Context: an optimization exercise on an open-source flow, tuned for small area. The choices shown serve that exercise and are no tape-out recipe. In this exercise RTL edits were held to simulation tests only and were not proved equivalent to the original.

Setup of the previous run:
## triple_codec
module triple_codec (
    input  wire         clk,
    input  wire         rst,
    input  wire         tx_valid,
    output wire         tx_ready,
    input  wire         tx_fd,
    input  wire [7:0]   tx_channel,
    input  wire [31:0]  tx_id,
    input  wire         tx_ext,
    input  wire         tx_rtr,
    input  wire         tx_brs,
    input  wire         tx_esi,
    input  wire [7:0]   tx_len,
    input  wire [511:0] tx_data,
    output wire         txo_valid,
    input  wire         txo_ready,
    output wire [7:0]   txo_byte,
    output wire         txo_last,
    output wire         tx_err_valid,
    output wire [1:0]   tx_err_code,
    input  wire         rx_in_valid,
    input  wire [7:0]   rx_in_byte,
    output wire         rx_valid,
    output wire [2:0]   rx_kind,
    output wire [7:0]   rx_info,
    output wire [7:0]   rx_raw_len,
    output wire [7:0]   rx_ulen,
    output wire [6:0]   rx_channel,
    output wire [31:0]  rx_id,
    output wire         rx_ext,
    output wire         rx_rtr,
    output wire         rx_brs,
    output wire         rx_esi,
    output wire [6:0]   rx_len,
    output wire [511:0] rx_data,
    output wire         rx_overflow
);
==> module triple_tx, before the edit <==
module triple_tx #(
    parameter CHANNEL_COUNT = 112
) (
    input  wire         clk,
    input  wire         rst,
    input  wire         tx_valid,
    output wire         tx_ready,
    input  wire         tx_fd,
    input  wire [7:0]   tx_channel,
    input  wire [31:0]  tx_id,
    input  wire         tx_ext,
    input  wire         tx_rtr,
    input  wire         tx_brs,
    input  wire         tx_esi,
    input  wire [7:0]   tx_len,
    input  wire [511:0] tx_data,
    output wire         txo_valid,
    input  wire         txo_ready,
    output reg  [7:0]   txo_byte,
    output wire         txo_last,
    output reg          tx_err_valid,
    output wire [1:0]   tx_err_code
);
    localparam [7:0] START  = 8'h0F;
    localparam [7:0] END    = 8'hEF;
    localparam [7:0] ESCAPE = 8'h1F;
    localparam [7:0] TX_CAN = 8'h81;
    localparam [2:0] S_IDLE  = 3'd0;
    localparam [2:0] S_SCAN  = 3'd1;
    localparam [2:0] S_START = 3'd2;
    localparam [2:0] S_LEN   = 3'd3;
    localparam [2:0] S_CMD   = 3'd4;
    localparam [2:0] S_BODY  = 3'd5;
    localparam [2:0] S_END   = 3'd6;
    localparam [1:0] ERR_INVALID_LENGTH = 2'd1;
    localparam [1:0] ERR_CHANNEL_RANGE  = 2'd2;
    function is_special;
        input [7:0] b;
        begin
            is_special = (b == START) || (b == END) || (b == ESCAPE);
        end
    endfunction
    reg  [2:0]   state;
    reg          err_chan;   
    wire         idle = (state == S_IDLE);
    reg          len_ok;
    reg  [3:0]   code;
    always @* begin
        len_ok = 1'b0;
        code   = 4'd0;
        if (tx_len <= 8'd8) begin
            len_ok = 1'b1;
            code   = tx_len[3:0];
        end else if (tx_fd) begin
            case (tx_len)
                8'd12: begin len_ok = 1'b1; code = 4'h9; end
                8'd16: begin len_ok = 1'b1; code = 4'hA; end
                8'd20: begin len_ok = 1'b1; code = 4'hB; end
                8'd24: begin len_ok = 1'b1; code = 4'hC; end
                8'd32: begin len_ok = 1'b1; code = 4'hD; end
                8'd48: begin len_ok = 1'b1; code = 4'hE; end
                8'd64: begin len_ok = 1'b1; code = 4'hF; end
                default: begin len_ok = 1'b0; code = 4'h0; end
            endcase
        end
    end
    wire chan_ok = (tx_channel < CHANNEL_COUNT);
    reg  [8*70-1:0] bb;
    reg  [7:0]      L_q;      
    reg  [7:0]      k_lo;     
    reg  [3:0]      k_hi;     
    reg             esc_sent;
    always @(posedge clk) begin
        if (idle) begin
            bb[8*0 +: 8]  <= tx_id[31:24];
            bb[8*1 +: 8]  <= tx_id[23:16];
            bb[8*2 +: 8]  <= tx_id[15:8];
            bb[8*3 +: 8]  <= tx_id[7:0];
            bb[8*4 +: 8]  <= {tx_ext, tx_rtr, tx_fd, tx_fd & tx_brs, code};
            bb[8*5 +: 8]  <= {tx_fd & tx_esi, tx_channel[6:0]};
            bb[8*70-1:48] <= tx_data;
        end
    end
    reg  [8*9-1:0] grp;
    integer gi, bi;
    always @* begin
        grp = {8*9{1'b0}};
        for (gi = 0; gi < 9; gi = gi + 1)
            for (bi = 0; bi < 8; bi = bi + 1)
                if (8*gi + bi < 70)
                    grp[8*gi +: 8] = grp[8*gi +: 8]
                                   | ({8{k_lo[bi]}} & bb[8*(8*gi + bi) +: 8]);
    end
    wire [8*16-1:0] grp_x = {{8*7{1'b0}}, grp};
    wire [7:0]      cur_b = grp_x[8*k_hi +: 8];
    wire [3:0] cap_code = bb[8*4 +: 4];
    wire       cap_fd   = bb[8*4 + 5];
    reg  [6:0] last_k;
    always @* begin
        last_k = 7'd5 + {3'd0, cap_code};
        if (cap_fd)
            case (cap_code)
                4'h9: last_k = 7'd5 + 7'd12;
                4'hA: last_k = 7'd5 + 7'd16;
                4'hB: last_k = 7'd5 + 7'd20;
                4'hC: last_k = 7'd5 + 7'd24;
                4'hD: last_k = 7'd5 + 7'd32;
                4'hE: last_k = 7'd5 + 7'd48;
                4'hF: last_k = 7'd5 + 7'd64;
                default: ;
            endcase
    end
    wire       k_last  = (k_hi == last_k[6:3]) && k_lo[last_k[2:0]];
    reg  [7:0] cur;
    always @* begin
        case (state)
            S_START: cur = START;
            S_LEN:   cur = L_q;
            S_CMD:   cur = TX_CAN;
            S_END:   cur = END;
            default: cur = cur_b;
        endcase
    end
    wire cur_special = is_special(cur);
    wire stuffable   = (state == S_LEN) || (state == S_BODY);
    wire need_esc    = stuffable && cur_special && !esc_sent;
    assign tx_err_code = err_chan ? ERR_CHANNEL_RANGE : ERR_INVALID_LENGTH;
    assign tx_ready  = idle;
    assign txo_valid = (state != S_IDLE) && (state != S_SCAN);
    assign txo_last  = (state == S_END);
    always @* txo_byte = need_esc ? ESCAPE : cur;
    always @(posedge clk) begin
        if (rst) begin
            state        <= S_IDLE;
            tx_err_valid <= 1'b0;
        end else begin
            tx_err_valid <= 1'b0;
            case (state)
                S_IDLE: begin
                    k_lo     <= 8'd1;
                    k_hi     <= 4'd0;
                    esc_sent <= 1'b0;
                    L_q      <= 8'd4;
                    if (tx_valid) begin
                        if (!len_ok) begin
                            tx_err_valid <= 1'b1;
                            err_chan     <= 1'b0;
                        end else if (!chan_ok) begin
                            tx_err_valid <= 1'b1;
                            err_chan     <= 1'b1;
                        end else begin
                            state <= S_SCAN;
                        end
                    end
                end
                S_SCAN: begin
                    L_q <= L_q + {6'd0, cur_special, !cur_special};
                    if (k_last) begin
                        k_lo  <= 8'd1;
                        k_hi  <= 4'd0;
                        state <= S_START;
                    end else begin
                        k_lo <= {k_lo[6:0], k_lo[7]};
                        k_hi <= k_hi + {3'd0, k_lo[7]};
                    end
                end
                default: begin
                    if (txo_ready) begin
                        if (need_esc) begin
                            esc_sent <= 1'b1;
                        end else begin
                            esc_sent <= 1'b0;
                            case (state)
                                S_START: state <= S_LEN;
                                S_LEN:   state <= S_CMD;
                                S_CMD:   state <= S_BODY;
                                S_BODY: begin
                                    if (k_last) state <= S_END;
                                    k_lo <= {k_lo[6:0], k_lo[7]};
                                    k_hi <= k_hi + {3'd0, k_lo[7]};
                                end
                                default: state <= S_IDLE;
                            endcase
                        end
                    end
                end
            endcase
        end
    end
endmodule
clock: 10.0 ns
lec_check: 0
cap_margin: 20
core_margin: 2
core_utilization: 40
cts_buf_list: sky130_fd_sc_hd__clkbuf_16
cts_cluster_diameter: 80
cts_cluster_size: 30
slew_margin: 20
standard.sh (not shown) runs the stock make flow with config.mk's settings and CLKGATE_MAP_FILE= SYNTH_SCRIPT=/design/flow/synth_recipe.tcl, a recipe that flattens the netlist after the stock synthesis.
==> flow/flow/run.sh <==
#!/bin/bash
# Standard ORFS layout, with the port buffers made of the smallest buffer
# cell (sky130_fd_sc_hd__buf_1) instead of the cell buffer_ports picks
# by default. Everything else is the standard flow's own flow (standard.sh).
set -euo pipefail
export BUFFER_PORTS_ARGS="-buffer_cell sky130_fd_sc_hd__buf_1"
bash standard.sh > standard.log 2>&1
FAIL the previous run @ 3_2_place_iop: tool exited with error
diff inputs: the previous run => the current run
--- a/flow/design.v
+++ b/flow/design.v
@@ -68,6 +68,5 @@
     reg  [8*70-1:0] bb;
     reg  [7:0]      L_q;      
-    reg  [7:0]      k_lo;     
-    reg  [3:0]      k_hi;     
+    reg  [6:0]      k;        
     reg             esc_sent;
     always @(posedge clk) begin
@@ -82,16 +81,21 @@
         end
     end
-    reg  [8*9-1:0] grp;
-    integer gi, bi;
-    always @* begin
-        grp = {8*9{1'b0}};
-        for (gi = 0; gi < 9; gi = gi + 1)
-            for (bi = 0; bi < 8; bi = bi + 1)
-                if (8*gi + bi < 70)
-                    grp[8*gi +: 8] = grp[8*gi +: 8]
-                                   | ({8{k_lo[bi]}} & bb[8*(8*gi + bi) +: 8]);
-    end
-    wire [8*16-1:0] grp_x = {{8*7{1'b0}}, grp};
-    wire [7:0]      cur_b = grp_x[8*k_hi +: 8];
+    wire [8*72-1:0]  m0 = {bb[8*70-1:8*68], bb};
+    wire [8*18-1:0]  m1;
+    wire [8*5-1:0]   m2;
+    wire [8*2-1:0]   m3;
+    genvar g;
+    generate
+        for (g = 0; g < 18; g = g + 1) begin : g_m1
+            assign m1[8*g +: 8] = m0[32*g + 8*k[1:0] +: 8];
+        end
+        for (g = 0; g < 4; g = g + 1) begin : g_m2
+            assign m2[8*g +: 8] = m1[32*g + 8*k[3:2] +: 8];
+        end
+        assign m2[8*4 +: 8] = k[2] ? m1[8*17 +: 8] : m1[8*16 +: 8];
+    endgenerate
+    assign m3[7:0]  = m2[8*k[5:4] +: 8];
+    assign m3[15:8] = m2[8*4 +: 8];
+    wire [7:0] cur_b = k[6] ? m3[15:8] : m3[7:0];
     wire [3:0] cap_code = bb[8*4 +: 4];
     wire       cap_fd   = bb[8*4 + 5];
@@ -111,5 +115,5 @@
             endcase
     end
-    wire       k_last  = (k_hi == last_k[6:3]) && k_lo[last_k[2:0]];
+    wire       k_last  = (k == last_k);
     reg  [7:0] cur;
     always @* begin
@@ -138,6 +142,5 @@
             case (state)
                 S_IDLE: begin
-                    k_lo     <= 8'd1;
-                    k_hi     <= 4'd0;
+                    k        <= 7'd0;
                     esc_sent <= 1'b0;
                     L_q      <= 8'd4;
@@ -157,10 +160,8 @@
                     L_q <= L_q + {6'd0, cur_special, !cur_special};
                     if (k_last) begin
-                        k_lo  <= 8'd1;
-                        k_hi  <= 4'd0;
+                        k     <= 7'd0;
                         state <= S_START;
                     end else begin
-                        k_lo <= {k_lo[6:0], k_lo[7]};
-                        k_hi <= k_hi + {3'd0, k_lo[7]};
+                        k <= k + 7'd1;
                     end
                 end
@@ -177,6 +178,5 @@
                                 S_BODY: begin
                                     if (k_last) state <= S_END;
-                                    k_lo <= {k_lo[6:0], k_lo[7]};
-                                    k_hi <= k_hi + {3'd0, k_lo[7]};
+                                    k <= k + 7'd1;
                                 end
                                 default: state <= S_IDLE;
[summary]
- Between the previous run and the current run, the xor/xnor cell area share of the yosys netlist does not differ in any meaningful way.
- From the previous run to the current run the numbers moved as follows: die outline width increased 1.4%; unique cell type count in the Yosys netlist went down by about 1.2%; synthesized area per cell moved up; proportion of synthesized chip area in sequential cells down 2.7 points.
- The current run reached the end of the flow, and the finished layout is clean on the timing, design-rule and antenna checks.
- Re synthesized cell count: the previous run and the current run aren't equal, and the higher value belongs to the previous run.
- Summary of the current run over the previous run: area after synthesis higher; number of flip-flops and latches in the synthesized netlist fell by 5.

[what the ideal ports hide]
How much do the figures lean on ideal ports? The routed layout below was timed once more, with nothing changed but the port constraints. Step 1: set_driving_cell puts a clkbuf_16 on clk and a buf_2 on each other input, an assumption about the parent block. Step 2 adds t to the input delays and takes it off the output delays; t is the mean of the earliest and latest rising clock arrival at the registers after step 1. Input paths then give back, and output paths get back, about the clock's delay inside the block. Slacks: ideal ports / drivers / drivers and shift; pairs: ideal ports / drivers.
run: the current run
t (ns): 0.740
setup slack, ns: 2.874 / 2.807 / 3.547
latest minus earliest clock arrival (ns): 0.036 / 0.036
worst data-port slew with drivers (ns): 0.26
After both steps setup and hold are still met in the current run. For the current run, drivers alone change the setup slack by -0.067 ns; drivers and shift together by +0.673 ns.
